What follows belongs to an exercise in optimizing a design on an open flow for small area, a short achievable clock period and few clock cycles per item; a production flow would make more cautious choices. No functional check of the RTL was part of any run shown here. Power figures rest on the tool's default switching activity, not on a simulated workload.

===== run.sh =====
#!/bin/bash
# synth_recipe.tcl (not shown) runs the flow's synth.tcl, then flattens the netlist and writes it again
# the make line also repeats each setting of config.mk as NAME=value (left out here)
make -C /OpenROAD-flow-scripts/flow DESIGN_CONFIG=/design/flow/config.mk WORK_HOME=/design/flow/orfs CLKGATE_MAP_FILE= SYNTH_SCRIPT=/design/flow/synth_recipe.tcl finish

===== constraint.sdc =====
create_clock -name core_clock -period 10.0 [get_ports {clk}]
set_input_delay 2.0000 -clock core_clock [delete_from_list [all_inputs] [get_ports {clk}]]
set_output_delay 2.0000 -clock core_clock [all_outputs]
set_load 0.01 [all_outputs]

===== design.v =====
module k2000_payload_codec (
    input  wire        clk,
    input  wire        rst,
    input  wire        cmd_valid,
    output wire        cmd_ready,
    input  wire        cmd_dir,       
    input  wire [3:0]  cmd_n,         
    input  wire [20:0] cmd_size,      
    input  wire        in_valid,
    output wire        in_ready,
    input  wire [7:0]  in_data,
    input  wire        in_last,
    output wire        out_valid,
    input  wire        out_ready,
    output wire [7:0]  out_data,
    output wire        out_last,
    output wire        done,
    output wire [2:0]  status,
    output wire [23:0] info_a,
    output wire [23:0] info_b
);
    localparam ST_OK       = 3'd0;
    localparam ST_BADWIDTH = 3'd1;
    localparam ST_CKSUM    = 3'd2;
    localparam ST_LENGTH   = 3'd3;
    localparam ST_MALFORM  = 3'd4;
    localparam ST_PADBITS  = 3'd5;
    reg         idle;        
    reg         run;         
    reg         drain;       
    reg         dv;          
    reg         pre;         
    reg         done_r;
    reg         in_rdy;
    reg         dir;
    reg         bad;
    reg  [2:0]  n;
    reg  [20:0] size;
    reg         padv;        
    reg  [2:0]  pad;         
    reg  [20:0] rcnt;        
    reg  [23:0] kcnt;        
    reg  [23:0] xreg;        
    reg  [7:0]  ebyte;       
    reg  [6:0]  sum;
    reg  [14:0] acc;         
    reg  [3:0]  cnt;         
    reg         first;       
    reg         over;        
    reg         mal;         
    reg         fresh;       
    reg         cks_sent;    
    reg  [2:0]  st;
    reg  [7:0]  od;
    reg         ov;
    reg         olast;
    assign cmd_ready = idle;
    assign in_ready  = in_rdy;
    assign out_valid = ov;
    assign out_data  = od;
    assign out_last  = olast;
    assign done      = done_r;
    assign status    = st;
    assign info_a    = xreg;
    assign info_b    = kcnt;
    function [2:0] m7add(input [2:0] a, input [2:0] b);
        reg [3:0] s;
        begin
            s = {1'b0, a} + {1'b0, b};
            m7add = s[2:0] + {2'd0, s[3]};
        end
    endfunction
    wire [20:0] nsz  = ~size;
    wire [2:0]  r7   = m7add(m7add(m7add(nsz[2:0],   nsz[5:3]),   m7add(nsz[8:6],   nsz[11:9])),
                             m7add(m7add(nsz[14:12], nsz[17:15]), nsz[20:18]));    
    wire [2:0]  pad7 = (r7 == 3'd7) ? 3'd0 : r7;
    wire [7:0]  nmask  = (8'd1 << n) - 8'd1;
    wire        adv    = !ov || out_ready;
    wire        take   = in_rdy && in_valid;
    wire        r_zero = (rcnt == 21'd0);
    wire        r_one  = (rcnt == 21'd1);
    wire        dec    = run && !dir;
    wire        enc    = run && dir;
    wire        act    = (run || drain) && !bad && padv;    
    wire        dat    = (!(r_zero || r_one) || (r_one && !cnt[3]));
    wire        d_pk   = dec && take && !in_last;           
    wire        d_end  = dec && take && in_last;            
    wire        tk     = act && take && (dir || (!in_last && dat));
    wire [7:0]  x8     = dir ? in_data : (in_data << (4'd8 - {1'b0, n}));
    wire [22:0] win    = {acc, x8};
    wire [3:0]  sh     = dir ? (cnt + 4'd8 - {1'b0, n}) : cnt;
    wire [22:0] y      = win >> sh;
    wire [3:0]  a_cnt  = dir ? 4'd8 : first ? ({1'b0, n} - {1'b0, pad}) : {1'b0, n};
    wire [3:0]  b      = dir ? {1'b0, n} : 4'd8;
    wire [3:0]  cnt_t  = cnt + a_cnt;
    wire        ge_t   = dir || cnt_t[3];
    wire        ge_0   = (cnt >= b);
    wire        emit   = act && adv && (tk ? ge_t : ge_0) && !(dir && cks_sent);
    wire [3:0]  cnt_n  = (tk ? cnt_t : cnt) - (emit ? b : 4'd0);
    wire [14:0] acc_t  = dir ? {acc[6:0], in_data} : ((acc << n) | {7'd0, in_data & nmask});
    wire [6:0]  addend = dir ? (fresh ? od[6:0] : 7'd0) : in_data[6:0];
    wire [6:0]  addsum = sum + addend;
    wire        e_cks  = enc && act && adv && r_zero && (cnt == 4'd0) && !cks_sent;
    wire        e_end  = enc && ov && olast && out_ready;
    wire        e_bend = enc && bad && r_zero;
    wire        d_malb  = (in_data & ~nmask) != 8'd0;
    wire [7:0]  padmask = nmask & ~((8'd1 << (n - pad)) - 8'd1);
    wire        pad_bad = (ebyte & padmask) != 8'd0;
    wire        cks_ok  = (in_data == {1'b0, sum});
    wire        len_ok  = !over && (r_zero || (r_one && cnt[3]));
    wire [2:0]  d_code  = bad      ? ST_BADWIDTH :
                          !cks_ok  ? ST_CKSUM    :
                          !len_ok  ? ST_LENGTH   :
                          mal      ? ST_MALFORM  :
                          pad_bad  ? ST_PADBITS  : ST_OK;
    wire        r_dec  = dir ? (enc && take) : emit;
    wire        r_nz_n = r_dec ? !(r_zero || r_one) : !r_zero;
    wire        dv_sz  = (rcnt[4:0] > 5'd3);
    wire [2:0]  nm1    = n - 3'd1;
    wire        dv_bit = dv_sz ? size[20] : nm1[rcnt[1:0] - 2'd1];
    wire [3:0]  dv_rt  = {pad, dv_bit};
    wire        dv_ge  = (dv_rt >= {1'b0, n});
    wire [2:0]  dv_rem = dv_ge ? (dv_rt[2:0] - n) : dv_rt[2:0];
    wire [2:0]  dv_pad = nm1 - dv_rem;
    wire        cn_bad = (cmd_n == 4'd0) || cmd_n[3];
    wire        cn_div = (cmd_n == 4'd3) || (cmd_n == 4'd5) || (cmd_n == 4'd6);
    wire        cn_7   = (cmd_n == 4'd7);
    always @(posedge clk) begin
        if (rst) begin
            idle   <= 1'b1;
            run    <= 1'b0;
            drain  <= 1'b0;
            dv     <= 1'b0;
            pre    <= 1'b0;
            done_r <= 1'b0;
            in_rdy <= 1'b0;
            ov     <= 1'b0;
        end else begin
            done_r <= 1'b0;
            if (idle) begin
                if (cmd_valid) begin
                    idle     <= 1'b0;
                    run      <= !cn_div;
                    dv       <= cn_div;
                    pre      <= cn_div;
                    dir      <= cmd_dir;
                    n        <= cmd_n[2:0];
                    bad      <= cn_bad;
                    size     <= cmd_size;
                    rcnt     <= cn_div ? 21'd24 : cmd_size;
                    padv     <= !(cn_div || cn_7);
                    pad      <= 3'd0;
                    kcnt     <= 24'd0;
                    xreg     <= 24'd0;
                    ebyte    <= 8'd0;
                    sum      <= 7'd0;
                    acc      <= 15'd0;
                    cnt      <= 4'd0;
                    first    <= 1'b1;
                    over     <= 1'b0;
                    mal      <= 1'b0;
                    fresh    <= 1'b0;
                    cks_sent <= 1'b0;
                    st       <= ST_OK;
                    in_rdy   <= !(cn_div || cn_7) && (!cmd_dir || (cmd_size != 21'd0));
                end
            end
            if (run && !padv) begin
                padv <= 1'b1;
                pad  <= pad7;
                if (dir)
                    cnt <= {1'b0, pad7};
            end
            if (act) begin
                cnt <= cnt_n;
                if (tk)
                    acc <= acc_t;
                if (emit) begin
                    od    <= dir ? (y[7:0] & nmask) : y[7:0];
                    olast <= !dir && r_one;
                end
            end
            if (dir ? (enc && fresh) : d_pk)
                sum <= addsum;
            if (enc)
                fresh <= emit;
            if (e_cks) begin
                od       <= {1'b0, addsum};
                olast    <= 1'b1;
                cks_sent <= 1'b1;
            end
            if (d_pk && !bad) begin
                if (kcnt != 24'hFFFFFF)
                    kcnt <= kcnt + 24'd1;
                first <= 1'b0;
                if (first || (!mal && d_malb))
                    ebyte <= in_data;
                if (!mal && d_malb) begin
                    mal  <= 1'b1;
                    xreg <= kcnt;
                end
                if (!dat)
                    over <= 1'b1;
            end
            if (r_dec)
                rcnt <= rcnt - 21'd1;
            if (emit || e_cks)
                ov <= 1'b1;
            else if (out_ready)
                ov <= 1'b0;
            if (run) begin
                if (dir)
                    in_rdy <= r_nz_n && (!padv || bad || (cnt_n < {1'b0, n}));
                else
                    in_rdy <= !(take && in_last) && (!act || cnt_n <= 4'd8);
            end
            if (d_end) begin
                run <= 1'b0;
                st  <= d_code;
                if (!bad) begin
                    if (!cks_ok)
                        xreg <= {16'd0, in_data};
                    kcnt <= !cks_ok ? {17'd0, sum} :
                            !len_ok ? kcnt :
                            mal     ? {16'd0, ebyte} : 24'd0;
                end
                if (d_code == ST_OK) begin
                    if (r_zero && adv)
                        done_r <= 1'b1;
                    else
                        drain <= 1'b1;
                end else begin
                    ov <= 1'b0;
                    if (d_code == ST_LENGTH) begin
                        dv   <= 1'b1;
                        rcnt <= 21'd24;
                        pad  <= 3'd0;
                    end else begin
                        done_r <= 1'b1;
                    end
                end
            end
            if (drain && r_zero && adv) begin
                drain  <= 1'b0;
                done_r <= 1'b1;
            end
            if (e_end) begin
                run    <= 1'b0;
                done_r <= 1'b1;
            end
            if (e_bend) begin
                run    <= 1'b0;
                done_r <= 1'b1;
                st     <= ST_BADWIDTH;
            end
            if (dv) begin
                pad  <= dv_rem;
                if (!pre)
                    xreg <= {xreg[22:0], dv_ge};
                if (dv_sz)
                    size <= {size[19:0], size[20]};
                rcnt <= rcnt - 21'd1;
                if (r_one) begin
                    dv  <= 1'b0;
                    pre <= 1'b0;
                    if (pre) begin
                        run  <= 1'b1;
                        padv <= 1'b1;
                        pad  <= dv_pad;
                        rcnt <= size;
                        if (dir)
                            cnt <= {1'b0, dv_pad};
                    end else begin
                        done_r <= 1'b1;
                    end
                end
            end
            if (done_r)
                idle <= 1'b1;
        end
    end
endmodule

===== config.mk =====
export PLATFORM = sky130hd
export DESIGN_NAME = k2000_payload_codec
export DESIGN_NICKNAME = k2000_payload_codec
export VERILOG_FILES = /design/flow/design.v
export SDC_FILE = /design/flow/constraint.sdc
export NUM_CORES = 4
export LEC_CHECK = 0
export CAP_MARGIN = 20
export CORE_MARGIN = 2
export CORE_UTILIZATION = 40
export SETUP_SLACK_MARGIN = 5
export SLEW_MARGIN = 20

==> impl_summary.log, run 1 <==
INFO  metric num_io_pins = 104
INFO  metric die_y = between 150 and 200 microns
INFO  metric drv_cap = 0
INFO  metric antenna_left = 0
INFO  metric finish.net_count = between 1500 and 2000
INFO  metric synth_fp_nets = between 1500 and 2000
INFO  metric grt_start_max_net_pins = 79
INFO  metric ys_async_sr_fraction = 0%
INFO  metric timing.critical_path.to_type = flop
INFO  metric outcome = finished clean
INFO  metric synthesis.area_per_instance = between 8 and 9 sq um
INFO  metric post-synth-top-area-cell = sky130_fd_sc_hd__edfxtp_1
INFO  metric final.min_clock_period = 4920 ps
INFO  metric antenna-diode-count = 0
INFO  metric synth-edff-count = 150
INFO  metric synthCells = between 1500 and 2000
INFO  metric dr_wl_met3 = ~2800 microns
INFO  metric drc = 0
INFO  metric met2_wirelength = about 22000 microns
INFO  metric setup_viol = 0
INFO  metric layout-drive-gt1-share = between 10% and 20%
INFO  metric detail_route.wirelength.met1 = between 20000 and 25000 microns
INFO  metric timing.final.hold_violations = 0
INFO  metric htreeDepth = 4
INFO  metric antenna_found_initial = 0
INFO  metric first_iter_violations = approximately 1300
INFO  metric r2r_cells = 24
INFO  metric drt_pre_antenna_iters = 5
INFO  metric worstMarginPinSlew = 939 ps
INFO  metric ir_worst_vdd = around 310 uV
INFO  metric clkSlewWorstSetupHoldPaths = 70 ps
INFO  metric root_buffer_selected_by_cts = sky130_fd_sc_hd__clkbuf_16
INFO  metric routabilityCongestion = 0.890
INFO  metric area.growth.synth_to_final = 19.5%
INFO  metric final-max-slew-violation-count = 0
INFO  metric numPortBuffers = 103
INFO  metric cts-hold-fix-buffers = 0
INFO  metric min-delay-path-class = flop to flop
INFO  metric worstSkewPairLatency = about 460 ps
INFO  metric first_global_vias = approximately 13000
INFO  metric routed_via_density = 6.03
INFO  metric ff_latch_count_synth = 158
INFO  metric grt_use_total = 26.0%
INFO  metric initial_core_util = 40.4%
INFO  metric cts.path.max_buffers = 2
INFO  metric yosys_warnings = 1
INFO  metric placement.setup.worst_slack = 4150 ps
INFO  metric synth_cell_type_count = 78
INFO  metric unrepaired_setup_endpoints_after_global_routing = true
INFO  metric finalCritPeriodShare = 49.2%
INFO  metric cts.sink_count = between 150 and 200
INFO  metric die_area = 35200 sq um
INFO  metric post-route-worst-setup-slack = 5080 ps
INFO  metric cp.arrival = 5110 ps
INFO  metric topmost_layer_with_routed_signal_wires = met4
INFO  metric timing.hold.worst_path_depth = 2
INFO  metric p_leak = 6.23 nW
INFO  metric cts_tree = done
INFO  metric headroom_to_the_max_slew_limit = about 37%
INFO  metric synth_sequential_area_ratio = between 30% and 40%
INFO  metric required = around 10000 ps
INFO  metric cts-buffers-inserted = 17
INFO  metric dieWidth = 188 microns
INFO  metric placeable_core_area = around 33000 sq um
INFO  metric synth_top_flop_cell = sky130_fd_sc_hd__edfxtp_1
INFO  metric finish.utilization = between 40% and 50%
INFO  metric crit_path_max_fanout = 3
INFO  metric ys_top_cells_by_area = sky130_fd_sc_hd__edfxtp_1 33%, sky130_fd_sc_hd__ha_1 6.7%, sky130_fd_sc_hd__nand2_1 6.0%, sky130_fd_sc_hd__o21ai_0 5.1%, sky130_fd_sc_hd__nor2_1 4.5%
INFO  metric rows = 67
INFO  metric synthDominantCellAreaShare = between 30% and 40%
INFO  metric max_freq = ~200 MHz
INFO  metric grt-ovfl-total = 0
INFO  metric grt_pass1_wl = ~72000 microns
INFO  metric timing.clock.skew = 13.9 ps
INFO  metric startpoint_type = flop
INFO  metric powerDensity = approximately 210 nW/um^2
INFO  metric postRouteWirelength = ~46000 microns
INFO  metric via_count = around 13000
INFO  metric timing_worst_setup_path_type = flop to flop
INFO  metric detailed_place_hpwl = about 32000 microns
INFO  metric drt-wirelength-per-cell = between 20 and 25 microns
INFO  metric synth_area = between 10000 and 15000 sq um
INFO  metric totalNegativeSetupSlack = 0 ps
[synth_stat cells (all sizes together), types with 7 or more instances]
library cell	count
nand2	217
nor2	163
edfxtp	150
o21ai	141
a21oi	103
inv	87
clkbuf	85
ha	72
nand3	62
a31oi	46
mux2i	36
xnor2	34
nor3	32
xor2	32
and3	27
a211oi	21
a21o	20
buf	18
o22ai	17
nand4	15
nor2b	14
nor4	14
a221oi	13
fa	13
o211ai	13
o31ai	13
nand2b	12
or3	12
mux4	11
a22oi	9
and2	8
dfxtp	8
mux2	8
or2	7
[worst paths after layout]
path | slack [ps] | startpoint | to
worst min-delay path | 520 | pre | pre
worst min register to register | 520 | pre | pre
worst max register to register | 5080 | size[3] | cnt[2]
worst max-delay path | 5080 | size[3] | cnt[2]
[area by class of cell]
class / instances / area (sq um)
fillers: 3282 / 17200
multi-input cells: 1266 / 8400
flip-flops and latches: 158 / 4660
repair buffers: 164 / 1590
well taps: 448 / 561
clock buffers: 17 / 425
inverters: 88 / 340
clock inverters: 15 / 151
[metal layers]
metal  up-vias  GRT usage, %
met3        81          2.96
met1      6324          35.1
li1       6095             -
met4         0          10.4
met2       508          42.7
met5         -             0
[per-stage QoR]
step	area [sq um]	std cells	hold slack (ps)	power, mW
after floorplan	13500	1615	482	1.93
after global placement	14900	2086	509	2.28
after detailed placement	14900	2086	509	2.32
after CTS	15900	2144	520	3.14
after global routing	16100	2156	553	3.69
final	16100	2156	523	3.45
[state kept, by name, indices dropped and copies added, names as in the netlist, 4 cells and up]
name   flops
acc       15
rcnt      21
kcnt      24
sum        7
ebyte      8
size      21
cnt        4
xreg      24
od         8
[worst max-delay path, stage by stage, from the launching register on]
cell and delay [ps]:
sky130_fd_sc_hd__edfxtp_1 400, sky130_fd_sc_hd__inv_1 90, sky130_fd_sc_hd__ha_2 170, sky130_fd_sc_hd__inv_1 50, sky130_fd_sc_hd__fa_1 500, sky130_fd_sc_hd__inv_2 50
sky130_fd_sc_hd__ha_4 160, sky130_fd_sc_hd__xor2_2 170, sky130_fd_sc_hd__xnor2_1 180, sky130_fd_sc_hd__ha_1 280, sky130_fd_sc_hd__a21o_1 170, sky130_fd_sc_hd__ha_2 180
sky130_fd_sc_hd__ha_4 160, sky130_fd_sc_hd__xor2_2 180, sky130_fd_sc_hd__xnor2_2 150, sky130_fd_sc_hd__ha_1 310, sky130_fd_sc_hd__a21o_1 170, sky130_fd_sc_hd__ha_2 180
sky130_fd_sc_hd__ha_4 160, sky130_fd_sc_hd__xor2_2 150, sky130_fd_sc_hd__xnor2_2 160, sky130_fd_sc_hd__and3_4 160, sky130_fd_sc_hd__a221o_1 290, sky130_fd_sc_hd__o211ai_1 90
sky130_fd_sc_hd__o21ai_1 80
[power breakdown]
group / internal (mW) / switching [mW]
Clock: 0.352 / 0.324
Combinational: 0.909 / 0.957
Sequential: 0.818 / 0.0939
[what timing repair did]
item,in CTS,in global routing
endpoints found under the setup margin,15,21
gates cloned,2,0
setup buffers,24,11
gates resized for setup,41,30
pin swaps,26,30
[layout by cell type, fill, tap and decap left out, types with 9 or more instances in the layout]
master | Yosys | routed
sky130_fd_sc_hd__nor2_1 | 163 | 161
sky130_fd_sc_hd__nor2b_1 | 14 | 14
sky130_fd_sc_hd__a31oi_1 | 46 | 46
sky130_fd_sc_hd__nor4_1 | 14 | 13
sky130_fd_sc_hd__a22oi_1 | 9 | 9
sky130_fd_sc_hd__clkdlybuf4s50_1 | 0 | 101
sky130_fd_sc_hd__nand4_1 | 15 | 15
sky130_fd_sc_hd__inv_1 | 87 | 80
sky130_fd_sc_hd__o22ai_1 | 16 | 16
sky130_fd_sc_hd__edfxtp_1 | 150 | 150
sky130_fd_sc_hd__o31ai_1 | 11 | 11
sky130_fd_sc_hd__a211oi_1 | 21 | 19
sky130_fd_sc_hd__a21o_1 | 20 | 20
sky130_fd_sc_hd__xnor2_1 | 34 | 29
sky130_fd_sc_hd__nor3_1 | 31 | 30
sky130_fd_sc_hd__ha_1 | 72 | 54
sky130_fd_sc_hd__clkbuf_16 | 0 | 17
sky130_fd_sc_hd__nand3_1 | 62 | 61
sky130_fd_sc_hd__fa_1 | 13 | 12
sky130_fd_sc_hd__xor2_1 | 32 | 26
sky130_fd_sc_hd__nand2_1 | 217 | 214
sky130_fd_sc_hd__a221oi_1 | 13 | 13
sky130_fd_sc_hd__mux4_2 | 11 | 11
sky130_fd_sc_hd__o211ai_1 | 12 | 12
sky130_fd_sc_hd__nand2b_1 | 12 | 12
sky130_fd_sc_hd__mux2i_1 | 36 | 35
sky130_fd_sc_hd__o21ai_0 | 137 | 134
sky130_fd_sc_hd__ha_2 | 0 | 10
sky130_fd_sc_hd__and3_1 | 27 | 26
sky130_fd_sc_hd__a21oi_1 | 103 | 101
sky130_fd_sc_hd__buf_4 | 0 | 55
sky130_fd_sc_hd__or3_1 | 12 | 12
[kinds of logic (layout without fill, tap and decap cells)]
| family | count (synthesis) | after routing | share of synthesized area (%) |
|---|---|---|---|
| adders and majority gates | 85 | 85 | 8.60 |
| buffers and inverters | 191 | 284 | 5.45 |
| xor gates and xnor gates | 66 | 66 | 4.28 |
| muxes | 55 | 55 | 5.17 |
| AOI/OAI and AO/OA | 460 | 460 | 21.6 |
| and+or+nand+nor | 600 | 600 | 20.3 |
| DFF | 158 | 158 | 34.6 |
==> run 2: changes to the inputs <==
--- a/config.mk
+++ b/config.mk
@@ -8,5 +8,4 @@
 export CAP_MARGIN = 20
 export CORE_MARGIN = 2
 export CORE_UTILIZATION = 40
-export SETUP_SLACK_MARGIN = 5
 export SLEW_MARGIN = 20
==> impl_summary.log, run 2 <==
INFO  metric drt-wirelength-per-cell = approximately 21 microns
INFO  metric dieWidth = about 190 microns
INFO  metric finalCritPeriodShare = 59.2%
INFO  metric cts_resized = 0
INFO  metric postRouteWirelength = about 45000 microns
INFO  metric drc = 0
INFO  metric clkSlewWorstSetupHoldPaths = 70 ps
INFO  metric synthCells = approximately 1600
INFO  metric timing.clock.skew = around 17 ps
INFO  metric yosys_warnings = 1
INFO  metric synth.mux.area_fraction = under 10%
INFO  metric ys_async_sr_fraction = 0%
INFO  metric finish.net_count = ~1800
INFO  metric antenna-diode-count = 0
INFO  metric reg_top3 = kcnt: 24 flops, xreg: 24 flops
INFO  metric grt-ovfl-total = 0
INFO  metric area.growth.synth_to_final = 15.0%
INFO  metric headroom_to_the_max_slew_limit = between 20% and 30%
INFO  metric cts-buffers-inserted = 17
INFO  metric timing.critical_path.slowest_cell_delay = 630 ps
INFO  metric synthDominantCellAreaShare = between 30% and 40%
INFO  metric htreeDepth = 4
INFO  metric totalNegativeSetupSlack = 0 ps
INFO  metric worstSkewPairLatency = ~460 ps
INFO  metric synth_sequential_area_ratio = approximately 35%
INFO  metric synth_top_family_by_area = compound AO/OA/AOI/OAI gates
INFO  metric numPortBuffers = 103
INFO  metric grt-busiest-layer = met2
INFO  metric cts.path.max_buffers = 2
INFO  metric first_iter_violations = about 1400
INFO  metric final-max-slew-violation-count = 0
INFO  metric routed_via_density = approximately 6.1
INFO  metric placeable_core_area = 33400 sq um
INFO  metric met2_usage = about two fifths
INFO  metric yosys-top-cells-count = 217 x sky130_fd_sc_hd__nand2_1, 163 x sky130_fd_sc_hd__nor2_1, 150 x sky130_fd_sc_hd__edfxtp_1
INFO  metric setup_viol = 0
INFO  metric layout-drive-gt1-share = around 5.6%
INFO  metric antenna_found_initial = 0
INFO  metric antenna_left = 0
INFO  metric synth_most_common_cell = sky130_fd_sc_hd__nand2_1
INFO  metric min-delay-path-class = flop to flop
INFO  metric crit_slowest_cell = sky130_fd_sc_hd__fa_1
INFO  metric ir_worst_vdd = ~230 uV
INFO  metric detailed_place_hpwl = about 31000 microns
INFO  metric timing.critical_path.to_type = flop
INFO  metric cts_tree = done
INFO  metric unrepaired_setup_endpoints_after_global_routing = false
INFO  metric synth_xor_area_share = under 10%
INFO  metric first_global_vias = 12168
INFO  metric critical_path.top_delay_family = adder cells
INFO  metric crit_path_max_fanout = 38
INFO  metric die_area = about 35000 sq um
INFO  metric post-synth-top-area-cell = sky130_fd_sc_hd__edfxtp_1
INFO  metric critPathBufInv = 4
INFO  metric final.min_clock_period = ~5900 ps
INFO  metric post_synth_and_or_nand_nor_area_fraction = between 20% and 30%
INFO  metric timing.final.hold_violations = 0
INFO  metric via_count = roughly 13000
INFO  metric ff_latch_count_synth = ~160
INFO  metric synth_cell_type_count = roughly 80
INFO  metric synth_top_flop_cell = sky130_fd_sc_hd__edfxtp_1
INFO  metric cp.arrival = 6290 ps
INFO  metric critical-path-top-cell-by-count = sky130_fd_sc_hd__ha_1
INFO  metric synth_compound_area_share = 21.6%
INFO  metric synth-adder-area-share = roughly 8.6%
INFO  metric synthesis.area_per_instance = approximately 8.4 sq um
INFO  metric max_freq = ~170 MHz
INFO  metric startpoint_type = flop
INFO  metric global_route.usage.met1 = between 30% and 40%
INFO  metric grt_use_total = 25.4%
INFO  metric ys_top_cells_by_area = sky130_fd_sc_hd__edfxtp_1 33%, sky130_fd_sc_hd__ha_1 6.7%, sky130_fd_sc_hd__nand2_1 6.0%, sky130_fd_sc_hd__o21ai_0 5.1%, sky130_fd_sc_hd__nor2_1 4.5%
INFO  metric grt_start_max_net_pins = 75
INFO  metric synth-edff-count = 150
INFO  metric power.total = ~3.1 mW
INFO  metric cts.sink_count = between 150 and 200
INFO  metric drv_cap = 0
INFO  metric most-common-layout-cells = 216 x sky130_fd_sc_hd__nand2_1, 162 x sky130_fd_sc_hd__nor2_1, 150 x sky130_fd_sc_hd__edfxtp_1
INFO  metric post_cts_buffers = 0
INFO  metric routabilityCongestion = around 0.92
INFO  metric outcome = finished clean
INFO  metric p_leak = about 6 nW
INFO  metric cts-hold-fix-buffers = 0
INFO  metric layout_commonest_cell = sky130_fd_sc_hd__nand2_1
INFO  metric synth_fp_nets = around 1700
INFO  metric drt_pre_antenna_iters = 5
INFO  metric worstMarginPinSlew = ~1200 ps
INFO  metric num_io_pins = roughly 100
INFO  metric regArea = ~4700 sq um
INFO  metric root_buffer_selected_by_cts = sky130_fd_sc_hd__clkbuf_16
INFO  metric crit_chain = buf_4 -> inv_1 -> ha_1 -> fa_1 -> inv_1 -> mux2i_1 -> nor2_1 -> ha_1 -> a21o_1 -> a21oi_1 -> xnor2_1 -> xnor2_1 -> or3_1 -> nand3_1 -> nor3_1 -> ha_1 -> fa_1 -> inv_1 -> ha_1 -> a21o_1 -> a21oi_1 -> a21oi_1 -> o21ai_0
INFO  metric die_y = about 190 microns
INFO  metric synth_area = between 10000 and 15000 sq um
INFO  metric powerDensity = between 150 and 200 nW/um^2
INFO  metric fillers = about 3400
INFO  metric timing_worst_setup_path_type = flop to flop
INFO  metric groute.layer.met3.usage = 4.47%
INFO  metric multi_input_area = 8120 sq um
INFO  metric initial_core_util = approximately two fifths
INFO  metric grt_pass1_wl = approximately 70000 microns
INFO  metric rows = 67
INFO  metric required = roughly 10000 ps
[run 2: cell count changes in the layout (fill, tap and decap cells not counted), sizes merged]
cell,previous run,this run
clkbuf,17,18
clkdlybuf4s50,101,103
bufbuf,2,0
dlygate4sd2,1,0
clkinv,2,5
inv,94,92
clkinvlp,6,1
dlymetal6s2s,1,0
bufinv,1,4
buf,59,22
[run 2: metal layers]
| metal | up-vias | routed length (microns) |
|---|---|---|
| met5 | - | 0 |
| met4 | 0 | 852 |
| met3 | 54 | 2780 |
| met2 | 456 | 21000 |
| met1 | 6299 | 20000 |
| li1 | 6015 | - |
[run 2: cell families (layout without fill, tap and decap cells)]
| group | Yosys count | count (layout) |
|---|---|---|
| xor gates and xnor gates | 66 | 66 |
| and+or+nand+nor | 600 | 600 |
| AOI/OAI and AO/OA | 460 | 460 |
| muxes | 55 | 55 |
| buffers and inverters | 191 | 245 |
| DFF | 158 | 158 |
| adders and majority gates | 85 | 85 |
[run 2: worst paths after layout]
| path | from | endpoint | slack [ps] | cells after the start |
|---|---|---|---|---|
| max | n[0] | in_rdy | 4080 | 23 |
| min reg2reg | pre | pre | 530 | 2 |
| max reg2reg | n[0] | in_rdy | 4080 | 23 |
| min | pre | pre | 530 | 2 |
[run 2: final cells by class]
| cell class | count | area share (%) |
|---|---|---|
| inverters | 88 | 2.15 |
| well taps | 448 | 3.61 |
| flip-flops and latches | 158 | 30.1 |
| clock buffers | 18 | 2.83 |
| repair buffers | 125 | 7.71 |
| multi-input cells | 1266 | 52.3 |
| clock inverters | 14 | 1.31 |
[run 2: worst min-delay path: stages (launching register included)]
cell	delay, ps
sky130_fd_sc_hd__dfxtp_1	340
sky130_fd_sc_hd__nand2_1	60
sky130_fd_sc_hd__a221oi_1	70
[run 2: stage by stage]
step	area, sq um	utilization [%]	hold slack [ps]	setup WS, ps	instances
floorplan	13500	-	482	4380	1615
global placement	14900	44.6	492	4040	2085
detailed placement	14900	44.6	509	4010	2085
CTS	15500	46.5	519	4110	2117
global route	15500	46.5	548	3590	2117
finish	15500	46.5	525	4080	2117
[run 2: power by group]
group	switching (mW)	internal, mW	total [mW]
clock network	0.324	0.430	0.754
logic	0.817	0.609	1.43
registers	0.0965	0.819	0.915
==> run 3: changes to the inputs <==
--- a/config.mk
+++ b/config.mk
@@ -5,7 +5,9 @@
 export SDC_FILE = /design/flow/constraint.sdc
 export NUM_CORES = 4
 export LEC_CHECK = 0
+export ABC_CLOCK_PERIOD_IN_PS = 3000
 export CAP_MARGIN = 20
 export CORE_MARGIN = 2
 export CORE_UTILIZATION = 40
+export SETUP_SLACK_MARGIN = 5
 export SLEW_MARGIN = 20
==> impl_summary.log, run 3 <==
INFO  metric outcome = finished clean
INFO  metric critPathBufInv = 3
INFO  metric postRouteWirelength = roughly 46000 microns
INFO  metric crit_chain = inv_1 -> ha_2 -> inv_1 -> fa_1 -> inv_2 -> ha_4 -> xor2_2 -> xnor2_1 -> ha_1 -> a21o_1 -> ha_2 -> ha_4 -> xor2_2 -> xnor2_2 -> ha_1 -> a21o_1 -> ha_2 -> ha_4 -> xor2_2 -> xnor2_2 -> and3_4 -> a221o_1 -> o211ai_1 -> o21ai_1
INFO  metric min-delay-path-class = flop to flop
INFO  metric timing.final.hold_violations = 0
INFO  metric headroom_to_the_max_slew_limit = between 30 and 40%
INFO  metric timing.hold.worst_path_depth = 2
INFO  metric crit_slowest_cell = sky130_fd_sc_hd__fa_1
INFO  metric final-max-slew-violation-count = 0
INFO  metric finalCritPeriodShare = ~49%
INFO  metric synth_sequential_area_ratio = 34.6%
INFO  metric grt_pass1_wl = between 70000 and 80000 microns
INFO  metric cts-buffers-inserted = 17
INFO  metric worstSkewPairLatency = 460 ps
INFO  metric antenna-diode-count = 0
INFO  metric timing.critical_path.slowest_cell_delay = 500 ps
INFO  metric drv_cap = 0
INFO  metric final_instance_count_excl_fillers = between 2000 and 2500
INFO  metric required = about 10000 ps
INFO  metric p_leak = about 6.2 nW
INFO  metric placement.setup.worst_slack = 4150 ps
INFO  metric startpoint_type = flop
INFO  metric r2r_cells = 24
INFO  metric regToRegStartpoint = size[3]
INFO  metric antenna_found_initial = 0
INFO  metric post-synth-top-area-cell = sky130_fd_sc_hd__edfxtp_1
INFO  metric synthDominantCellAreaShare = roughly a third
INFO  metric reg_top3 = kcnt: 24 flops, xreg: 24 flops
INFO  metric yosys_warnings = 1
INFO  metric antenna_left = 0
INFO  metric placeable_core_area = ~33000 sq um
INFO  metric num_io_pins = between 100 and 150
INFO  metric layout-drive-gt1-share = roughly 11%
INFO  metric synth_most_common_cell = sky130_fd_sc_hd__nand2_1
INFO  metric area.growth.synth_to_final = 19.5%
INFO  metric clkSlewWorstSetupHoldPaths = approximately 70 ps
INFO  metric synth_fp_nets = around 1700
INFO  metric cts.sink_count = 158
INFO  metric timing.clock.skew = ~14 ps
INFO  metric first_global_vias = between 10000 and 15000
INFO  metric timing.reg2reg.setup_slack = 5080 ps
INFO  metric finish.net_count = around 1800
INFO  metric cts.path.max_buffers = 2
INFO  metric die_area = about 35000 sq um
INFO  metric min-delay-start = pre
INFO  metric yosys-top-cells-count = 217 x sky130_fd_sc_hd__nand2_1, 163 x sky130_fd_sc_hd__nor2_1, 150 x sky130_fd_sc_hd__edfxtp_1
INFO  metric synth-edff-count = 150
INFO  metric grt-ovfl-total = 0
INFO  metric dr_wl_met3 = ~2800 microns
INFO  metric synth_top_flop_cell = sky130_fd_sc_hd__edfxtp_1
INFO  metric critical_path.top_delay_family = adder cells
INFO  metric via_count = ~13000
INFO  metric critical_path.reg2reg.endpoint = cnt[2]
INFO  metric synthesis.area_per_instance = between 8 and 9 sq um
INFO  metric initial_core_util = between 40% and 50%
INFO  metric placed_cells = ~2100
INFO  metric detail_route.wirelength.met1 = between 20000 and 25000 microns
INFO  metric cts_tree = done
INFO  metric drt_pre_antenna_iters = 5
INFO  metric htreeDepth = 4
INFO  metric finalHoldWorstSlack = ~520 ps
INFO  metric routabilityCongestion = 0.890
INFO  metric drt-wirelength-per-cell = roughly 21 microns
INFO  metric drc = 0
INFO  metric worstMarginPinSlew = 939 ps
INFO  metric die_y = between 150 and 200 microns
INFO  metric cts-hold-fix-buffers = 0
INFO  metric topmost_layer_with_routed_signal_wires = met4
INFO  metric numPortBuffers = just over 100
INFO  metric most-common-layout-cells = 214 x sky130_fd_sc_hd__nand2_1, 161 x sky130_fd_sc_hd__nor2_1, 150 x sky130_fd_sc_hd__edfxtp_1
INFO  metric crit_path_max_fanout = 3
INFO  metric grt_use_total = a little over a quarter
INFO  metric synth_area = roughly 13000 sq um
INFO  metric synth_cell_type_count = 78
INFO  metric ir_worst_vdd = around 310 uV
INFO  metric ys_async_sr_fraction = 0%
INFO  metric post-route-worst-setup-slack = ~5100 ps
INFO  metric met2_wirelength = approximately 22000 microns
INFO  metric timing.critical_path.to_type = flop
INFO  metric root_buffer_selected_by_cts = sky130_fd_sc_hd__clkbuf_16
INFO  metric totalNegativeSetupSlack = 0 ps
INFO  metric rows = 67
INFO  metric max_freq = roughly 200 MHz
INFO  metric final.min_clock_period = approximately 5000 ps
INFO  metric ff_latch_count_synth = 158
INFO  metric powerDensity = approximately 210 nW/um^2
INFO  metric timing_worst_setup_path_type = flop to flop
INFO  metric path_depth = 24
INFO  metric place_area = about 15000 sq um
INFO  metric detailed_place_hpwl = 31900 microns
INFO  metric finish.utilization = ~48%
INFO  metric layout_commonest_cell = sky130_fd_sc_hd__nand2_1
INFO  metric power.total = 3.45 mW
INFO  metric setup_viol = 0
INFO  metric cp.arrival = 5110 ps
INFO  metric unrepaired_setup_endpoints_after_global_routing = true
INFO  metric min_to = pre
INFO  metric finish.instance_area = roughly 16000 sq um
INFO  metric ys_top_cells_by_area = sky130_fd_sc_hd__edfxtp_1 33%, sky130_fd_sc_hd__ha_1 6.7%, sky130_fd_sc_hd__nand2_1 6.0%, sky130_fd_sc_hd__o21ai_0 5.1%, sky130_fd_sc_hd__nor2_1 4.5%
INFO  metric grt_start_max_net_pins = between 70 and 80
INFO  metric first_iter_violations = between 1000 and 1500
INFO  metric dieWidth = between 150 and 200 microns
INFO  metric routed_via_density = 6.03
INFO  metric synthCells = ~1600
run 3: cell counts after synthesis:
No cell type changed its count.
run 3: metal layers:
layer	track usage (%)	vias to the layer above
met5	0	-
met2	42.7	508
met1	35.1	6324
met4	10.4	0
met3	2.96	81
li1	-	6095
run 3: cell type report:
| type | count | area (sq um) |
|---|---|---|
| Fill cell | 3282 | 17200 |
| Multi-Input combinational cell | 1266 | 8400 |
| Timing Repair Buffer | 164 | 1590 |
| Sequential cell | 158 | 4660 |
| Clock inverter | 15 | 151 |
| Clock buffer | 17 | 425 |
| Inverter | 88 | 340 |
| Tap cell | 448 | 561 |
run 3: repair_timing:
| item | 4_1_cts | 5_1_grt |
|---|---|---|
| cloned | 2 | 0 |
| setup buffers | 24 | 11 |
| resized for setup | 41 | 30 |
| endpoints found under the setup margin | 15 | 21 |
| endpoints found under the hold margin | 0 | 0 |
| pin swaps | 26 | 30 |
run 3: logic make-up after synthesis:
logic type / after synthesis / share of synthesized area, %
muxes: 55 / 5.17
and+or+nand+nor: 600 / 20.3
DFF: 158 / 34.6
buffers and inverters: 191 / 5.45
xor gates and xnor gates: 66 / 4.28
AOI/OAI and AO/OA: 460 / 21.6
adders and majority gates: 85 / 8.60
run 3: worst max path at each step:
stage / startpoint / endpoint / slack [ps]
floorplan: n[0] / in_rdy / 5010
global placement: in_valid / in_rdy / 4160
detailed placement: in_valid / in_rdy / 4150
CTS: size[6] / cnt[1] / 4990
global route: size[0] / cnt[1] / 4850
finish: size[3] / cnt[2] / 5080
run 3: power breakdown:
group | switching, mW | internal, mW
combinational | 0.957 | 0.909
clock | 0.324 | 0.352
sequential | 0.0939 | 0.818
total | 1.38 | 2.08
run 3: worst min-delay path, cell delays in order, from the launching register on:
cell	delay [ps]
sky130_fd_sc_hd__dfxtp_1	340
sky130_fd_sc_hd__nand2_1	70
sky130_fd_sc_hd__a221oi_1	60
==> run 4: changes to the inputs <==
--- a/config.mk
+++ b/config.mk
@@ -8,6 +8,6 @@
 export ABC_CLOCK_PERIOD_IN_PS = 3000
 export CAP_MARGIN = 20
 export CORE_MARGIN = 2
-export CORE_UTILIZATION = 40
+export CORE_UTILIZATION = 60
 export SETUP_SLACK_MARGIN = 5
 export SLEW_MARGIN = 20
==> impl_summary.log, run 4 <==
INFO  metric outcome = finished clean
INFO  metric antenna_found_initial = 1
INFO  metric crit_path_max_fanout = 3
INFO  metric powerDensity = roughly 220 nW/um^2
INFO  metric antenna_left = 0
INFO  metric multi_input_area = 8340 sq um
INFO  metric worstMarginPinSlew = between 1000 and 1500 ps
INFO  metric clkSlewWorstSetupHoldPaths = 80 ps
INFO  metric synth_most_common_cell = sky130_fd_sc_hd__nand2_1
INFO  metric timing_worst_setup_path_type = flop to flop
INFO  metric p_leak = roughly 6.2 nW
INFO  metric regToRegStartpoint = size[15]
INFO  metric finish.net_count = between 1500 and 2000
INFO  metric finalCritPeriodShare = 50.5%
INFO  metric ir_worst_vdd = 1130 uV
INFO  metric drt_pre_antenna_iters = 8
INFO  metric synth_top_flop_cell = sky130_fd_sc_hd__edfxtp_1
INFO  metric startpoint_type = flop
INFO  metric r2r_cells = 24
INFO  metric reg_top3 = kcnt: 24 flops, xreg: 24 flops
INFO  metric synth_sequential_area_ratio = between 30% and 40%
INFO  metric root_buffer_selected_by_cts = sky130_fd_sc_hd__clkbuf_16
INFO  metric regArea = 4660 sq um
INFO  metric initial_core_util = approximately three fifths
INFO  metric synth_cell_type_count = between 70 and 80
INFO  metric postRouteWirelength = ~44000 microns
INFO  metric setup_viol = 0
INFO  metric routabilityCongestion = between 0.9 and 1
INFO  metric headroom_to_the_max_slew_limit = 28.3%
INFO  metric grt_use_total = between 30% and 40%
INFO  metric grt-ovfl-total = 0
INFO  metric critical_path.reg2reg.endpoint = cnt[2]
INFO  metric synthCells = 1615
INFO  metric timing.critical_path.to_type = flop
INFO  metric final-max-slew-violation-count = 0
INFO  metric placement.setup.worst_slack = slightly below 4000 ps
INFO  metric most-common-layout-cells = 214 x sky130_fd_sc_hd__nand2_1, 161 x sky130_fd_sc_hd__nor2_1, 150 x sky130_fd_sc_hd__edfxtp_1
INFO  metric synth_fp_nets = 1740
INFO  metric num_io_pins = roughly 100
INFO  metric timing.critical_path.slowest_cell_delay = ~470 ps
INFO  metric cts.sink_count = approximately 160
INFO  metric first_iter_violations = around 1600
INFO  metric max_freq = around 200 MHz
INFO  metric timing.reg2reg.setup_slack = about 5000 ps
INFO  metric drc = 0
INFO  metric timing.final.hold_violations = 0
INFO  metric routed_via_density = between 6 and 7
INFO  metric die_area = between 20000 and 25000 sq um
INFO  metric crit_slowest_cell = sky130_fd_sc_hd__fa_1
INFO  metric htreeDepth = 4
INFO  metric critical-path-top-cell-by-count = sky130_fd_sc_hd__ha_2
INFO  metric cts_tree = done
INFO  metric via_count = approximately 13000
INFO  metric post-route-worst-setup-slack = just under 5000 ps
INFO  metric layout-drive-gt1-share = a little over a tenth
INFO  metric detailed_place_hpwl = about 30000 microns
INFO  metric final.min_clock_period = around 5000 ps
INFO  metric synth-edff-count = 150
INFO  metric min-delay-path-class = flop to flop
INFO  metric cp.arrival = approximately 5200 ps
INFO  metric unrepaired_setup_endpoints_after_global_routing = true
INFO  metric synthesis.area_per_instance = 8.36 sq um
INFO  metric grt_pass1_wl = 68300 microns
INFO  metric min-delay-start = done_r
INFO  metric yosys_warnings = 1
INFO  metric min_to = idle
INFO  metric required = approximately 10000 ps
INFO  metric post-synth-top-area-cell = sky130_fd_sc_hd__edfxtp_1
INFO  metric placeable_core_area = between 20000 and 25000 sq um
INFO  metric totalNegativeSetupSlack = 0 ps
INFO  metric ff_latch_count_synth = between 150 and 200
INFO  metric fillers = between 1500 and 2000
INFO  metric die_y = approximately 150 microns
INFO  metric dieWidth = approximately 150 microns
INFO  metric yosys-top-cells-count = 217 x sky130_fd_sc_hd__nand2_1, 163 x sky130_fd_sc_hd__nor2_1, 150 x sky130_fd_sc_hd__edfxtp_1
INFO  metric ys_top_cells_by_area = sky130_fd_sc_hd__edfxtp_1 33%, sky130_fd_sc_hd__ha_1 6.7%, sky130_fd_sc_hd__nand2_1 6.0%, sky130_fd_sc_hd__o21ai_0 5.1%, sky130_fd_sc_hd__nor2_1 4.5%
INFO  metric numPortBuffers = approximately 100
INFO  metric grt_start_max_net_pins = 74
INFO  metric worstSkewPairLatency = roughly 450 ps
INFO  metric area.growth.synth_to_final = 17.7%
INFO  metric synth_area = between 10000 and 15000 sq um
INFO  metric synthDominantCellAreaShare = 33.4%
INFO  metric rows = 54
INFO  metric drt-wirelength-per-cell = about 22 microns
INFO  metric timing.hold.worst_path_depth = 2
INFO  metric cts.path.max_buffers = 2
INFO  metric ys_async_sr_fraction = 0%
INFO  metric drv_cap = 0
INFO  metric crit_chain = inv_1 -> ha_2 -> inv_1 -> fa_1 -> inv_1 -> ha_2 -> xor2_2 -> xnor2_2 -> ha_1 -> a21o_1 -> ha_2 -> ha_2 -> xor2_1 -> xnor2_1 -> ha_1 -> a21o_1 -> ha_2 -> ha_4 -> xor2_2 -> xnor2_2 -> and3_4 -> a221o_1 -> o211ai_1 -> o21ai_1
INFO  metric cts-buffers-inserted = 17
INFO  metric layout_commonest_cell = sky130_fd_sc_hd__nand2_1
INFO  metric timing.clock.skew = about 21 ps
INFO  metric first_global_vias = ~12000
[run 4: cells by family (layout without fill, tap and decap cells)]
group | after synthesis | after routing | share of synthesized area [%]
flops | 158 | 158 | 34.6
xor+xnor | 66 | 66 | 4.28
fa+ha+maj | 85 | 85 | 8.60
mux | 55 | 55 | 5.17
other cells | 0 | 1 | 0
buf+inv | 191 | 290 | 5.45
simple gates | 600 | 600 | 20.3
compound gates | 460 | 460 | 21.6
[run 4: per-layer routing]
layer  track usage, %  vias up  wire length, microns
met4             9.66        0                  1000
met2             55.7      859                 19700
met5                0        -                     0
met3             6.00       95                  5110
met1             53.3     6402                 17900
li1                 -     6104                     -
[run 4: cell type report]
cell class,count,share of cell area [%]
multi-input combinational,1266,52.5
clock buffer,17,2.68
timing repair buffer,170,10.0
antenna,1,0.0158
clock inverter,15,1.03
inverter,88,2.17
sequential,158,29.4
tap,280,2.21
[run 4: worst max-delay path by stage]
stage / startpoint / to / slack (ps) / depth (start not counted)
final: size[15] / cnt[2] / 4950 / 24
after global routing: size[15] / cnt[2] / 4800 / 24
after CTS: size[15] / cnt[2] / 4960 / 24
after detailed placement: in_valid / in_rdy / 3960 / 16
after global placement: in_valid / in_rdy / 4010 / 16
after floorplan: n[0] / in_rdy / 5010 / 25
[run 4: worst max-delay path: cells and delay by family (launching register included)]
family                   cells  cell delay (ps)
XOR/XNOR                     6             1040
AO/OA/AOI/OAI                5              830
AND/OR/NAND/NOR              1              170
buffers and inverters        3              180
flip-flops                   1              420
adder cells (fa/ha/maj)      9             2140
[run 4: power breakdown]
group / switching, mW / leakage, nW / total [mW] / internal [mW]
sequential: 0.0990 / 1.55 / 0.917 / 0.818
combinational: 1.02 / 4.39 / 1.97 / 0.952
clock: 0.339 / 0.283 / 0.676 / 0.337
total: 1.45 / 6.22 / 3.56 / 2.11
[run 4: what timing repair did]
| action | in CTS | in global routing |
|---|---|---|
| hold endpoints to repair | 0 | 0 |
| resized for setup | 31 | 30 |
| pin swaps | 10 | 27 |
| hold buffers | 0 | 0 |
| setup buffers | 20 | 24 |
| setup endpoints to repair | 35 | 30 |
| cloned | 1 | 0 |
[run 4: per-stage QoR]
step	power, mW	hold WS [ps]	std cells	utilization (%)	area, sq um
6_report	3.56	523	1995	72.3	15900
5_1_grt	3.75	538	1995	72.3	15900
4_1_cts	3.30	511	1970	70.8	15500
3_5_place_dp	2.35	494	1917	66.8	14700
3_3_place_gp	2.31	487	1917	66.8	14700
2_1_floorplan	1.93	482	1615	-	13500

## re-timing with driven ports
No port has a modelled driver above. Below, the same layouts with a new extraction and two added sets of constraints. Step 1: set_driving_cell puts a clkbuf_16 on clk and a buf_2 on each other input, an assumption about the parent block. Step 2, shift: input delay + t, output delay - t, t = (earliest + latest rising clock arrival at the registers) / 2. This alone moves slack from input paths to output paths. Three values: ideal ports, drivers, drivers and shift; two values: the first two.
run	t, ns	slack for setup (ns)	worst setup path after step 2	clock arrival spread, ns
run 1	0.504	5.082 / 5.082 / 4.760	input to register	0.015 / 0.015
run 2	0.505	4.081 / 4.081 / 3.918	input to register	0.021 / 0.022
run 3	0.504	5.082 / 5.082 / 4.760	input to register	0.015 / 0.015
run 4	0.484	4.954 / 4.954 / 4.633	input to register	0.021 / 0.021
After both steps every run listed still meets setup and hold.
